This design comes from an exercise in tuning for small area on the open sky130 flow, not from production work.
For this run, only the layout was checked, not whether the RTL still works.
Power and IR drop assume default switching activity.

`run.sh`:
```
#!/bin/bash
# synth_recipe.tcl (not shown) runs the flow's synth.tcl, then flattens the netlist and writes it again
# the make line also repeats each setting of config.mk as NAME=value (left out here)
make -C /OpenROAD-flow-scripts/flow DESIGN_CONFIG=/design/flow/config.mk WORK_HOME=/design/flow/orfs CLKGATE_MAP_FILE= SYNTH_SCRIPT=/design/flow/synth_recipe.tcl finish
```
`config.mk`:
```
export PLATFORM = sky130hd
export DESIGN_NAME = ggcodec
export DESIGN_NICKNAME = ggcodec
export VERILOG_FILES = /design/flow/design.v
export SDC_FILE = /design/flow/constraint.sdc
export NUM_CORES = 4
export LEC_CHECK = 0
export CAP_MARGIN = 20
export CORE_MARGIN = 2
export CORE_UTILIZATION = 30
export SLEW_MARGIN = 20
```
`constraint.sdc`:
```
create_clock -name core_clock -period 8.0 [get_ports {clk}]
set_input_delay 1.6000 -clock core_clock [delete_from_list [all_inputs] [get_ports {clk}]]
set_output_delay 1.6000 -clock core_clock [all_outputs]
set_load 0.01 [all_outputs]
```
`design.v`:
```
module gg_unscramble #(
  parameter integer W = 24,
  parameter [6*W-1:0] U = {6*W{1'b0}}
) (
  input  wire [W-1:0] cb,
  output wire [W-1:0] p
);
  genvar j;
  generate
    for (j = 0; j < W; j = j + 1) begin : g_bit
      assign p[j] = cb[U[6*j +: 6]];
    end
  endgenerate
endmodule
module gg_scramble #(
  parameter integer W = 24,
  parameter [6*W-1:0] U = {6*W{1'b0}}
) (
  input  wire [W-1:0] p,
  output wire [W-1:0] cb
);
  genvar j;
  generate
    for (j = 0; j < W; j = j + 1) begin : g_bit
      assign cb[U[6*j +: 6]] = p[j];
    end
  endgenerate
endmodule
module gg_char_decode (
  input  wire [1:0] sys,
  input  wire [7:0] ch,
  output wire [7:0] up,
  output reg  [4:0] idx,
  output reg        ok
);
  assign up = (ch >= 8'h61 && ch <= 8'h7A) ? (ch - 8'h20) : ch;
  reg [4:0] idx_a, idx_b, idx_c, idx_d;
  reg       ok_a,  ok_b,  ok_c,  ok_d;
  always @* begin
    ok_a = 1'b1;
    case (up)
      "A": idx_a = 5'd0;   "P": idx_a = 5'd1;   "Z": idx_a = 5'd2;   "L": idx_a = 5'd3;
      "G": idx_a = 5'd4;   "I": idx_a = 5'd5;   "T": idx_a = 5'd6;   "Y": idx_a = 5'd7;
      "E": idx_a = 5'd8;   "O": idx_a = 5'd9;   "X": idx_a = 5'd10;  "U": idx_a = 5'd11;
      "K": idx_a = 5'd12;  "S": idx_a = 5'd13;  "V": idx_a = 5'd14;  "N": idx_a = 5'd15;
      default: begin idx_a = 5'd0; ok_a = 1'b0; end
    endcase
  end
  always @* begin
    ok_b = 1'b1;
    case (up)
      "D": idx_b = 5'd0;   "F": idx_b = 5'd1;   "4": idx_b = 5'd2;   "7": idx_b = 5'd3;
      "0": idx_b = 5'd4;   "9": idx_b = 5'd5;   "1": idx_b = 5'd6;   "5": idx_b = 5'd7;
      "6": idx_b = 5'd8;   "B": idx_b = 5'd9;   "C": idx_b = 5'd10;  "8": idx_b = 5'd11;
      "A": idx_b = 5'd12;  "2": idx_b = 5'd13;  "3": idx_b = 5'd14;  "E": idx_b = 5'd15;
      default: begin idx_b = 5'd0; ok_b = 1'b0; end
    endcase
  end
  always @* begin
    ok_c = 1'b1;
    case (up)
      "A": idx_c = 5'd0;   "B": idx_c = 5'd1;   "C": idx_c = 5'd2;   "D": idx_c = 5'd3;
      "E": idx_c = 5'd4;   "F": idx_c = 5'd5;   "G": idx_c = 5'd6;   "H": idx_c = 5'd7;
      "J": idx_c = 5'd8;   "K": idx_c = 5'd9;   "L": idx_c = 5'd10;  "M": idx_c = 5'd11;
      "N": idx_c = 5'd12;  "P": idx_c = 5'd13;  "R": idx_c = 5'd14;  "S": idx_c = 5'd15;
      "T": idx_c = 5'd16;  "V": idx_c = 5'd17;  "W": idx_c = 5'd18;  "X": idx_c = 5'd19;
      "Y": idx_c = 5'd20;  "Z": idx_c = 5'd21;  "0": idx_c = 5'd22;  "1": idx_c = 5'd23;
      "2": idx_c = 5'd24;  "3": idx_c = 5'd25;  "4": idx_c = 5'd26;  "5": idx_c = 5'd27;
      "6": idx_c = 5'd28;  "7": idx_c = 5'd29;  "8": idx_c = 5'd30;  "9": idx_c = 5'd31;
      default: begin idx_c = 5'd0; ok_c = 1'b0; end
    endcase
  end
  always @* begin
    ok_d = 1'b1;
    case (up)
      "0": idx_d = 5'd0;   "1": idx_d = 5'd1;   "2": idx_d = 5'd2;   "3": idx_d = 5'd3;
      "4": idx_d = 5'd4;   "5": idx_d = 5'd5;   "6": idx_d = 5'd6;   "7": idx_d = 5'd7;
      "8": idx_d = 5'd8;   "9": idx_d = 5'd9;   "A": idx_d = 5'd10;  "B": idx_d = 5'd11;
      "C": idx_d = 5'd12;  "D": idx_d = 5'd13;  "E": idx_d = 5'd14;  "F": idx_d = 5'd15;
      default: begin idx_d = 5'd0; ok_d = 1'b0; end
    endcase
  end
  always @* begin
    case (sys)
      2'd0:    begin idx = idx_a; ok = ok_a; end
      2'd1:    begin idx = idx_b; ok = ok_b; end
      2'd2:    begin idx = idx_c; ok = ok_c; end
      default: begin idx = idx_d; ok = ok_d; end
    endcase
  end
endmodule
module gg_char_encode (
  input  wire [1:0] sys,
  input  wire [4:0] grp,
  output reg  [7:0] ch
);
  reg [7:0] ch_a, ch_b, ch_c, ch_d;
  always @* begin
    case (grp[3:0])
      4'd0: ch_a = "A";   4'd1: ch_a = "P";   4'd2: ch_a = "Z";   4'd3: ch_a = "L";
      4'd4: ch_a = "G";   4'd5: ch_a = "I";   4'd6: ch_a = "T";   4'd7: ch_a = "Y";
      4'd8: ch_a = "E";   4'd9: ch_a = "O";   4'd10: ch_a = "X";  4'd11: ch_a = "U";
      4'd12: ch_a = "K";  4'd13: ch_a = "S";  4'd14: ch_a = "V";  default: ch_a = "N";
    endcase
  end
  always @* begin
    case (grp[3:0])
      4'd0: ch_b = "D";   4'd1: ch_b = "F";   4'd2: ch_b = "4";   4'd3: ch_b = "7";
      4'd4: ch_b = "0";   4'd5: ch_b = "9";   4'd6: ch_b = "1";   4'd7: ch_b = "5";
      4'd8: ch_b = "6";   4'd9: ch_b = "B";   4'd10: ch_b = "C";  4'd11: ch_b = "8";
      4'd12: ch_b = "A";  4'd13: ch_b = "2";  4'd14: ch_b = "3";  default: ch_b = "E";
    endcase
  end
  always @* begin
    case (grp)
      5'd0: ch_c = "A";   5'd1: ch_c = "B";   5'd2: ch_c = "C";   5'd3: ch_c = "D";
      5'd4: ch_c = "E";   5'd5: ch_c = "F";   5'd6: ch_c = "G";   5'd7: ch_c = "H";
      5'd8: ch_c = "J";   5'd9: ch_c = "K";   5'd10: ch_c = "L";  5'd11: ch_c = "M";
      5'd12: ch_c = "N";  5'd13: ch_c = "P";  5'd14: ch_c = "R";  5'd15: ch_c = "S";
      5'd16: ch_c = "T";  5'd17: ch_c = "V";  5'd18: ch_c = "W";  5'd19: ch_c = "X";
      5'd20: ch_c = "Y";  5'd21: ch_c = "Z";  5'd22: ch_c = "0";  5'd23: ch_c = "1";
      5'd24: ch_c = "2";  5'd25: ch_c = "3";  5'd26: ch_c = "4";  5'd27: ch_c = "5";
      5'd28: ch_c = "6";  5'd29: ch_c = "7";  5'd30: ch_c = "8";  default: ch_c = "9";
    endcase
  end
  always @* begin
    case (grp[3:0])
      4'd0: ch_d = "0";   4'd1: ch_d = "1";   4'd2: ch_d = "2";   4'd3: ch_d = "3";
      4'd4: ch_d = "4";   4'd5: ch_d = "5";   4'd6: ch_d = "6";   4'd7: ch_d = "7";
      4'd8: ch_d = "8";   4'd9: ch_d = "9";   4'd10: ch_d = "A";  4'd11: ch_d = "B";
      4'd12: ch_d = "C";  4'd13: ch_d = "D";  4'd14: ch_d = "E";  default: ch_d = "F";
    endcase
  end
  always @* begin
    case (sys)
      2'd0:    ch = ch_a;
      2'd1:    ch = ch_b;
      2'd2:    ch = ch_c;
      default: ch = ch_d;
    endcase
  end
endmodule
module ggcodec (
  input  wire        clk,
  input  wire        rst,         
  input  wire        start,       
  input  wire [3:0]  cmd,         
  input  wire [71:0] code_in,     
  input  wire [3:0]  len_in,
  input  wire [31:0] addr_in,
  input  wire [31:0] val_in,
  input  wire [31:0] cmp_in,
  input  wire        cmpp_in,
  output reg  [1:0]  status,
  output reg  [23:0] r_addr,
  output reg  [15:0] r_val,
  output reg  [7:0]  r_cmp,
  output reg         r_hascmp,
  output reg  [71:0] r_code,      
  output reg  [3:0]  r_len
);
  localparam [1:0] OP_VCODE = 2'd0, OP_VRAW = 2'd1, OP_DEC = 2'd2, OP_ENC = 2'd3;
  localparam [1:0] SYS_A = 2'd0, SYS_B = 2'd1, SYS_C = 2'd2, SYS_D = 2'd3;
  localparam [1:0] ST_IDLE = 2'd0, ST_OK = 2'd1, ST_INVALID_FIELD = 2'd2, ST_INVALID_CODE = 2'd3;
  localparam [143:0] U_A6 = {6'd10, 6'd9, 6'd8, 6'd7, 6'd2, 6'd1, 6'd0, 6'd19, 6'd14, 6'd13, 6'd12, 6'd11, 6'd6, 6'd5, 6'd4, 6'd23, 6'd18, 6'd17, 6'd16, 6'd3, 6'd22, 6'd21, 6'd20, 6'd15};
  localparam [191:0] U_A8 = {6'd18, 6'd17, 6'd16, 6'd15, 6'd10, 6'd9, 6'd8, 6'd27, 6'd22, 6'd21, 6'd20, 6'd19, 6'd14, 6'd13, 6'd12, 6'd31, 6'd26, 6'd25, 6'd24, 6'd3, 6'd30, 6'd29, 6'd28, 6'd7, 6'd2, 6'd1, 6'd0, 6'd11, 6'd6, 6'd5, 6'd4, 6'd23};
  localparam [191:0] U_B8 = {6'd13, 6'd12, 6'd11, 6'd10, 6'd5, 6'd4, 6'd3, 6'd2, 6'd23, 6'd22, 6'd21, 6'd20, 6'd1, 6'd0, 6'd15, 6'd14, 6'd19, 6'd18, 6'd17, 6'd16, 6'd9, 6'd8, 6'd7, 6'd6, 6'd31, 6'd30, 6'd29, 6'd28, 6'd27, 6'd26, 6'd25, 6'd24};
  localparam [239:0] U_C8 = {6'd23, 6'd22, 6'd21, 6'd20, 6'd19, 6'd18, 6'd17, 6'd16, 6'd31, 6'd30, 6'd29, 6'd28, 6'd27, 6'd26, 6'd25, 6'd24, 6'd7, 6'd6, 6'd5, 6'd4, 6'd3, 6'd2, 6'd1, 6'd0, 6'd10, 6'd9, 6'd8, 6'd15, 6'd14, 6'd13, 6'd12, 6'd11, 6'd39, 6'd38, 6'd37, 6'd36, 6'd35, 6'd34, 6'd33, 6'd32};
  localparam [143:0] U_D6 = {6'd3, 6'd2, 6'd1, 6'd0, 6'd15, 6'd14, 6'd13, 6'd12, 6'd11, 6'd10, 6'd9, 6'd8, 6'd7, 6'd6, 6'd5, 6'd4, 6'd23, 6'd22, 6'd21, 6'd20, 6'd19, 6'd18, 6'd17, 6'd16};
  localparam [215:0] U_D9 = {6'd15, 6'd14, 6'd13, 6'd12, 6'd27, 6'd26, 6'd25, 6'd24, 6'd23, 6'd22, 6'd21, 6'd20, 6'd19, 6'd18, 6'd17, 6'd16, 6'd35, 6'd34, 6'd33, 6'd32, 6'd31, 6'd30, 6'd29, 6'd28, 6'd1, 6'd0, 6'd11, 6'd10, 6'd9, 6'd8, 6'd3, 6'd2, 6'd7, 6'd6, 6'd5, 6'd4};
  wire [1:0] op  = cmd[3:2];
  wire [1:0] sys = cmd[1:0];
  wire [7:0] up  [0:8];
  wire [4:0] grp [0:8];
  wire [8:0] ch_ok;
  genvar i;
  generate
    for (i = 0; i < 9; i = i + 1) begin : g_cdec
      gg_char_decode u_cdec (
        .sys (sys),
        .ch  (code_in[8*i +: 8]),
        .up  (up[i]),
        .idx (grp[i]),
        .ok  (ch_ok[i])
      );
    end
  endgenerate
  reg       len_ok;
  reg       txt_long;
  always @* begin
    len_ok   = 1'b0;
    txt_long = 1'b0;
    case (sys)
      SYS_A: begin
        if (len_in == 4'd6) len_ok = 1'b1;
        if (len_in == 4'd8) begin len_ok = 1'b1; txt_long = 1'b1; end
      end
      SYS_B, SYS_C: begin
        if (len_in == 4'd8) len_ok = 1'b1;
      end
      default: begin
        if (len_in == 4'd6) len_ok = 1'b1;
        if (len_in == 4'd9) begin len_ok = 1'b1; txt_long = 1'b1; end
      end
    endcase
  end
  reg chars_ok;
  integer k;
  always @* begin
    chars_ok = 1'b1;
    for (k = 0; k < 9; k = k + 1)
      if (k < len_in && !ch_ok[k]) chars_ok = 1'b0;
  end
  wire text_ok = len_ok && chars_ok;
  wire [23:0] cb_a6 = {grp[0][3:0], grp[1][3:0], grp[2][3:0], grp[3][3:0], grp[4][3:0], grp[5][3:0]};
  wire [31:0] cb_a8 = {grp[0][3:0], grp[1][3:0], grp[2][3:0], grp[3][3:0], grp[4][3:0], grp[5][3:0],
                       grp[6][3:0], grp[7][3:0]};
  wire [31:0] cb_b8 = cb_a8;
  wire [39:0] cb_c8 = {grp[0], grp[1], grp[2], grp[3], grp[4], grp[5], grp[6], grp[7]};
  wire [23:0] cb_d6 = cb_a6;
  wire [3:0]  fold7 = grp[7][3:0] ^ grp[6][3:0];
  wire [35:0] cb_d9 = {grp[0][3:0], grp[1][3:0], grp[2][3:0], grp[3][3:0], grp[4][3:0], grp[5][3:0],
                       grp[6][3:0], fold7, grp[8][3:0]};
  wire [23:0] p_a6, p_d6;
  wire [31:0] p_a8, p_b8;
  wire [39:0] p_c8;
  wire [35:0] p_d9;
  gg_unscramble #(.W(24), .U(U_A6)) u_dA6 (.cb(cb_a6), .p(p_a6));
  gg_unscramble #(.W(32), .U(U_A8)) u_dA8 (.cb(cb_a8), .p(p_a8));
  gg_unscramble #(.W(32), .U(U_B8)) u_dB8 (.cb(cb_b8), .p(p_b8));
  gg_unscramble #(.W(40), .U(U_C8)) u_dC8 (.cb(cb_c8), .p(p_c8));
  gg_unscramble #(.W(24), .U(U_D6)) u_dD6 (.cb(cb_d6), .p(p_d6));
  gg_unscramble #(.W(36), .U(U_D9)) u_dD9 (.cb(cb_d9), .p(p_d9));
  wire [23:0] fr_a6 = p_a6;
  wire [31:0] fr_a8 = p_a8;
  wire [31:0] fr_b8 = p_b8;
  wire [39:0] fr_c8 = p_c8;
  wire [23:0] fr_d6 = p_d6 ^ 24'hF00000;
  wire [35:0] fr_d9 = p_d9 ^ 36'hF00000BA0;
  reg [23:0] dec_addr;
  reg [15:0] dec_val;
  reg [7:0]  dec_cmp;
  reg        tag_ok;
  always @* begin
    dec_addr = 24'd0;
    dec_val  = 16'd0;
    dec_cmp  = 8'd0;
    tag_ok   = 1'b1;
    case (sys)
      SYS_A: begin
        if (txt_long) begin
          dec_addr = {9'd0, fr_a8[31:17]};
          dec_val  = {8'd0, fr_a8[16:9]};
          dec_cmp  = fr_a8[8:1];
          tag_ok   = (fr_a8[0] == 1'b1);
        end else begin
          dec_addr = {9'd0, fr_a6[23:9]};
          dec_val  = {8'd0, fr_a6[8:1]};
          tag_ok   = (fr_a6[0] == 1'b0);
        end
      end
      SYS_B: begin
        dec_addr = fr_b8[31:8];
        dec_val  = {8'd0, fr_b8[7:0]};
      end
      SYS_C: begin
        dec_addr = fr_c8[39:16];
        dec_val  = fr_c8[15:0];
      end
      default: begin
        if (txt_long) begin
          dec_addr = {8'd0, fr_d9[35:20]};
          dec_val  = {8'd0, fr_d9[19:12]};
          dec_cmp  = fr_d9[11:4];
          tag_ok   = (fr_d9[3:0] == 4'h8);
        end else begin
          dec_addr = {8'd0, fr_d6[23:8]};
          dec_val  = {8'd0, fr_d6[7:0]};
        end
      end
    endcase
  end
  reg raw_ok;
  always @* begin
    raw_ok = 1'b1;
    case (sys)
      SYS_A: begin
        if (addr_in > 32'h7FFF) raw_ok = 1'b0;
        if (val_in  > 32'hFF)   raw_ok = 1'b0;
        if (cmpp_in && cmp_in > 32'hFF) raw_ok = 1'b0;
      end
      SYS_B: begin
        if (cmpp_in) raw_ok = 1'b0;
        if (addr_in > 32'hFFFFFF) raw_ok = 1'b0;
        if (val_in  > 32'hFF)     raw_ok = 1'b0;
      end
      SYS_C: begin
        if (cmpp_in) raw_ok = 1'b0;
        if (addr_in > 32'hFFFFFF) raw_ok = 1'b0;
        if (val_in  > 32'hFFFF)   raw_ok = 1'b0;
      end
      default: begin
        if (addr_in > 32'hFFFF) raw_ok = 1'b0;
        if (val_in  > 32'hFF)   raw_ok = 1'b0;
        if (cmpp_in && cmp_in > 32'hFF) raw_ok = 1'b0;
      end
    endcase
  end
  wire [23:0] fr_e_a6 = {addr_in[14:0], val_in[7:0], 1'b0};
  wire [31:0] fr_e_a8 = {addr_in[14:0], val_in[7:0], cmp_in[7:0], 1'b1};
  wire [31:0] fr_e_b8 = {addr_in[23:0], val_in[7:0]};
  wire [39:0] fr_e_c8 = {addr_in[23:0], val_in[15:0]};
  wire [23:0] fr_e_d6 = {addr_in[15:0], val_in[7:0]};
  wire [35:0] fr_e_d9 = {addr_in[15:0], val_in[7:0], cmp_in[7:0], 4'h8};
  wire [23:0] cb_e_a6, cb_e_d6;
  wire [31:0] cb_e_a8, cb_e_b8;
  wire [39:0] cb_e_c8;
  wire [35:0] cb_e_d9;
  gg_scramble #(.W(24), .U(U_A6)) u_eA6 (.p(fr_e_a6),                  .cb(cb_e_a6));
  gg_scramble #(.W(32), .U(U_A8)) u_eA8 (.p(fr_e_a8),                  .cb(cb_e_a8));
  gg_scramble #(.W(32), .U(U_B8)) u_eB8 (.p(fr_e_b8),                  .cb(cb_e_b8));
  gg_scramble #(.W(40), .U(U_C8)) u_eC8 (.p(fr_e_c8),                  .cb(cb_e_c8));
  gg_scramble #(.W(24), .U(U_D6)) u_eD6 (.p(fr_e_d6 ^ 24'hF00000),      .cb(cb_e_d6));
  gg_scramble #(.W(36), .U(U_D9)) u_eD9 (.p(fr_e_d9 ^ 36'hF00000BA0),   .cb(cb_e_d9));
  reg [4:0] enc_grp [0:8];
  reg       enc_long;
  integer m;
  always @* begin
    for (m = 0; m < 9; m = m + 1) enc_grp[m] = 5'd0;
    enc_long = cmpp_in;
    case (sys)
      SYS_A: begin
        if (cmpp_in) begin
          for (m = 0; m < 8; m = m + 1) enc_grp[m] = {1'b0, cb_e_a8[4*(7-m) +: 4]};
        end else begin
          for (m = 0; m < 6; m = m + 1) enc_grp[m] = {1'b0, cb_e_a6[4*(5-m) +: 4]};
        end
      end
      SYS_B: begin
        for (m = 0; m < 8; m = m + 1) enc_grp[m] = {1'b0, cb_e_b8[4*(7-m) +: 4]};
      end
      SYS_C: begin
        for (m = 0; m < 8; m = m + 1) enc_grp[m] = cb_e_c8[5*(7-m) +: 5];
      end
      default: begin
        if (cmpp_in) begin
          for (m = 0; m < 9; m = m + 1) enc_grp[m] = {1'b0, cb_e_d9[4*(8-m) +: 4]};
          enc_grp[7] = enc_grp[7] ^ enc_grp[6];
        end else begin
          for (m = 0; m < 6; m = m + 1) enc_grp[m] = {1'b0, cb_e_d6[4*(5-m) +: 4]};
        end
      end
    endcase
  end
  reg [3:0] enc_len;
  always @* begin
    case (sys)
      SYS_A:   enc_len = cmpp_in ? 4'd8 : 4'd6;
      SYS_B:   enc_len = 4'd8;
      SYS_C:   enc_len = 4'd8;
      default: enc_len = cmpp_in ? 4'd9 : 4'd6;
    endcase
  end
  wire [7:0] enc_ch [0:8];
  generate
    for (i = 0; i < 9; i = i + 1) begin : g_cenc
      gg_char_encode u_cenc (
        .sys (sys),
        .grp (enc_grp[i]),
        .ch  (enc_ch[i])
      );
    end
  endgenerate
  reg [1:0]  nx_status;
  reg [23:0] nx_addr;
  reg [15:0] nx_val;
  reg [7:0]  nx_cmp;
  reg        nx_hascmp;
  reg [71:0] nx_code;
  reg [3:0]  nx_len;
  integer n;
  always @* begin
    nx_status = ST_OK;
    nx_addr   = 24'd0;
    nx_val    = 16'd0;
    nx_cmp    = 8'd0;
    nx_hascmp = 1'b0;
    nx_code   = 72'd0;
    nx_len    = 4'd0;
    case (op)
      OP_VCODE: begin
        if (text_ok) begin
          nx_hascmp = txt_long;
          nx_len    = len_in;
          for (n = 0; n < 9; n = n + 1)
            if (n < len_in) nx_code[8*n +: 8] = up[n];
        end else begin
          nx_status = ST_INVALID_CODE;
        end
      end
      OP_VRAW: begin
        if (raw_ok) begin
          nx_addr   = addr_in[23:0];
          nx_val    = val_in[15:0];
          nx_cmp    = cmpp_in ? cmp_in[7:0] : 8'd0;
          nx_hascmp = cmpp_in;
        end else begin
          nx_status = ST_INVALID_FIELD;
        end
      end
      OP_DEC: begin
        if (text_ok && tag_ok) begin
          nx_addr   = dec_addr;
          nx_val    = dec_val;
          nx_cmp    = dec_cmp;
          nx_hascmp = txt_long;
        end else begin
          nx_status = ST_INVALID_CODE;
        end
      end
      default: begin  
        if (raw_ok) begin
          nx_hascmp = enc_long;
          nx_len    = enc_len;
          for (n = 0; n < 9; n = n + 1)
            if (n < enc_len) nx_code[8*n +: 8] = enc_ch[n];
        end else begin
          nx_status = ST_INVALID_FIELD;
        end
      end
    endcase
  end
  always @(posedge clk) begin
    if (rst) begin
      status   <= ST_IDLE;
      r_addr   <= 24'd0;
      r_val    <= 16'd0;
      r_cmp    <= 8'd0;
      r_hascmp <= 1'b0;
      r_code   <= 72'd0;
      r_len    <= 4'd0;
    end else if (start) begin
      status   <= nx_status;
      r_addr   <= nx_addr;
      r_val    <= nx_val;
      r_cmp    <= nx_cmp;
      r_hascmp <= nx_hascmp;
      r_code   <= nx_code;
      r_len    <= nx_len;
    end
  end
endmodule
```
==> summary.txt <==
power by group through the flow:
stage               combinational (mW)  clock [mW]  sequential [mW]
finish                            1.58       0.950            0.671
global placement                  1.52           0            0.684
floorplan                        0.983           0            0.680
CTS                               1.52       0.948            0.670
global route                      1.69       0.973            0.671
detailed placement                1.52           0            0.683
kinds of logic (layout without fill, tap and decap cells):
family	Yosys count	count (layout)	share of synthesized area, %
other	0	4	0
xor gates and xnor gates	19	19	0.6813
DFF	127	127	10.41
muxes	48	48	2.515
and+or+nand+nor	1345	1345	26.74
buffers and inverters	475	541	7.812
adders and majority gates	171	171	8.759
AOI/OAI and AO/OA	1541	1541	43.08
synthesized netlist by cell type, types with 33 or more instances:
master / n
sky130_fd_sc_hd__a32oi_1: 33
sky130_fd_sc_hd__o31ai_1: 46
sky130_fd_sc_hd__nand2_1: 372
sky130_fd_sc_hd__o211ai_1: 74
sky130_fd_sc_hd__a221oi_1: 36
sky130_fd_sc_hd__dfxtp_1: 127
sky130_fd_sc_hd__a21oi_1: 331
sky130_fd_sc_hd__nand3_1: 112
sky130_fd_sc_hd__a311oi_1: 49
sky130_fd_sc_hd__and2_1: 33
sky130_fd_sc_hd__ha_1: 171
sky130_fd_sc_hd__a31oi_1: 83
sky130_fd_sc_hd__o21ai_0: 328
sky130_fd_sc_hd__nand4_1: 33
sky130_fd_sc_hd__nor2b_1: 59
sky130_fd_sc_hd__inv_1: 110
sky130_fd_sc_hd__buf_2: 71
sky130_fd_sc_hd__clkbuf_1: 245
sky130_fd_sc_hd__a22oi_1: 51
sky130_fd_sc_hd__o22ai_1: 44
sky130_fd_sc_hd__nand2b_1: 71
sky130_fd_sc_hd__nor2_1: 368
sky130_fd_sc_hd__a21o_1: 37
sky130_fd_sc_hd__nor3_1: 113
sky130_fd_sc_hd__a211oi_1: 71
final timing paths:
kind | from | endpoint | slack, ps | depth (start not counted)
worst max register to register | r_addr[9] | r_addr[9] | 6620 | 4
worst min register to register | r_code[31] | r_code[31] | 460 | 1
worst min-delay path | r_code[31] | r_code[31] | 460 | 1
worst max-delay path | code_in[17] | r_val[13] | 1410 | 14
worst max-delay path, stage by stage:
cell,delay (ps)
sky130_fd_sc_hd__clkdlybuf4s50_1,650
sky130_fd_sc_hd__inv_1,270
sky130_fd_sc_hd__ha_1,820
sky130_fd_sc_hd__nor4b_1,140
sky130_fd_sc_hd__o31ai_1,530
sky130_fd_sc_hd__o21ai_1,140
sky130_fd_sc_hd__a21oi_1,280
sky130_fd_sc_hd__a211oi_1,150
sky130_fd_sc_hd__a22oi_1,530
sky130_fd_sc_hd__nand3_2,270
sky130_fd_sc_hd__a2111oi_4,330
sky130_fd_sc_hd__buf_4,240
sky130_fd_sc_hd__nand3_1,550
sky130_fd_sc_hd__o31ai_1,420
stage by stage:
stage	power (mW)	setup WS [ps]	instance area, um2
finish	3.202	1409	28750
global route	3.334	1156	28750
CTS	3.141	1603	28740
detailed placement	2.201	1144	28050
global placement	2.209	1171	28050
floorplan	1.663	2904	24430
state kept, by name (all words and copies together), names as in the netlist:
name,flops
status,2
r_addr,24
r_val,16
r_hascmp,1
r_len,4
r_cmp,8
r_code,72
layout make-up:
class	instances	share of cell area [%]
inverter	122	1.601
tap	1060	4.613
antenna	4	0.03481
clock inverter	12	0.8007
sequential	127	8.842
multi-input combinational	3124	69.73
clock buffer	20	1.588
timing repair buffer	387	12.79
metal layers:
layer | up-vias | track usage (%)
li1 | 14270 | -
met5 | - | 0
met2 | 2308 | 43.15
met4 | 0 | 12.44
met3 | 382 | 6.709
met1 | 15120 | 38.06
==> impl_results.md <==
- Outcome: no timing/DRC/antenna violations
- Critical-path maximum fanout: 24
- Class of the tightest hold or removal check: reg2reg
- Setup repair after global routing missed its margin: false
- Flops & latches, synth: 127
- Area leader, netlist: sky130_fd_sc_hd__dfxtp_1
- Cell types occupying the most area after synthesis: sky130_fd_sc_hd__dfxtp_1 10%, sky130_fd_sc_hd__ha_1 8.8%, sky130_fd_sc_hd__a21oi_1 6.8%
- Cell chosen for the clock root: sky130_fd_sc_hd__clkbuf_16
- Total iterations of the first detailed-routing run: 6
- Die height: 289.3 um
- Floorplan row count: 104
- Count of final setup violators: 0
- Switching part of the total power: a little over two fifths
- Max Clock Skew: 0 ps
- Portion of total power attributed to the clock network: 29.7%
- Half-perimeter wire length of the detailed placement result: 93200 um
- Most frequent cells in the layout: 372 x sky130_fd_sc_hd__nand2_1, 366 x sky130_fd_sc_hd__nor2_1, 330 x sky130_fd_sc_hd__a21oi_1
- Fraction of layout cells with a size suffix above 1: under 10%
- Leak pwr: between 9 and 10 nW
- Number of buffers inserted during clock tree synthesis: 17
- Wire length of the first global-routing pass: 184300 um
- Met2 layer wire length in the routed design: 53550 um
- WL final: 125700 um
- Footprint of the multi-input gates: about 20000 um2
- Share of async-settable or async-resettable flops after synthesis: 0%
- Post-Layout Cell Count: slightly below 5000
- Most common library cell in the layout ignoring fill and taps: sky130_fd_sc_hd__nand2_1
- Average wire length per cell after detail routing: 25.88 um
- Number of fill cells in the layout: 8661
- Met3 routed WL: 15700 um
- Clock period minus final worst setup slack: 6591 ps
- Mean instance size in the synthesized netlist: 6.556 um2
- Routability congestion estimate from global placement: just over 1
- Count of cells resized by post-cts repair: 0
- Via count: around 32000
- Arrival time of data at the critical path endpoint: 6940 ps
- Worst endpoint required time: 8350 ps
- Area of the core: 80550 um2
- Count of mapped cells out of synthesis: ~3700
- Number of cells in the design after placement: 4820
- Aggregate negative setup slack: 0 ps
- Total area of sequential cells: 2542 um2
- Highest metal layer used by the detailed router: met4
- Cell Pwr Density: around 110 nW/um2
- Buffers from clock root to sink, at most: 2
- Width of the chip: approximately 290 um
- Largest net degree at the start of global routing: 77
- Met1 routed wirelength after detailed routing: 49740 um
- P_sw: 1.393 mW
- Number of ports placed on the die boundary: 307
- Area share of the largest cell type after synthesis: 10.41%
- Number of hold-repair buffers added at the cts stage: 0
- Utilization after layout: 35.70%
- ANT nets after route: 0
- Category of the most critical setup path: in2reg
- Final Max Tran Viols: 0
- Count of unique library cells instantiated by Yosys: 110
- Post-CTS clock slew at the launch and capture registers of the worst setup and hold paths: around 60 ps
- Synthesized area: 24430 um2
- Sinks on the clock net: 127
- Max VDD drop: 126.7 uV
- Slew headroom: 25.07%
- Net count of the finished layout: 4130
- Actual slew at the worst max-slew pin: 1122 ps
- Max_cap viols: 0
- Sequential share of power: 21.0%
- GRT Overall Usage: between 20 and 30%
- CTS tree: built
- First-iteration detailed-routing DRC count: around 5600
- DRC violations left: 0
- Die area: 83720 um2
- Clk Latency, worst-skew pair: 450 ps
- Number of hold-slack violations in the final timing report: 0
- Int Pwr: around 1.8 mW
- Area Growth Syn to Fin: 17.71%
- Via density: 6.605
- Crit. End Element: flop
- Total grt overflow: 0
- Vias in the first global route: 28350
- Most used flip-flop cell after synthesis: sky130_fd_sc_hd__dfxtp_1
- Number of buffers inserted to repair setup after CTS: 0
- Number of synthesized flops with an enable pin: 0
- Register area share after synthesis: 10.41%
- Part of the cycle the worst path needs: between 80% and 90%
- Kind of start point of the critical path: primary input
- Effective utilization at floorplan: 30.32%
- WHS: about 460 ps
- Combinational share of power: 49.3%
- Number of H-tree levels: 4
- Initial antenna violation count: 3
- Highest achievable clock rate: between 0.15 and 0.2 GHz
- Number of warnings reported in the yosys synthesis log: 5
- Buffers added on ports: between 300 and 400
- Synthesized net count: 4077

static timing again, ports no longer ideal:
The flow's constraints put no driver on any port. The routed layout listed below was extracted and timed again, unchanged, in two steps.
Step 1: set_driving_cell puts a clkbuf_16 on clk and a buf_2 on each other input, an assumption about the parent block.
Step 2 moves the port delays by t, midway between the first and last clock arrival at a register: inputs arrive t later, outputs are due t later. That takes back most of the time a late clock gives input paths.
Slacks: ideal ports / drivers / drivers and shift; pairs: ideal ports / drivers.
shift t [ns]: 0.509
setup slack, ns: 1.409 / 1.429 / 0.920
worst register clock-pin slew, ns: 0.07 / 0.07
After both steps this run still meets setup and hold. The setup slack of this run moves by +0.020 ns with the drivers and by -0.489 ns with both steps.
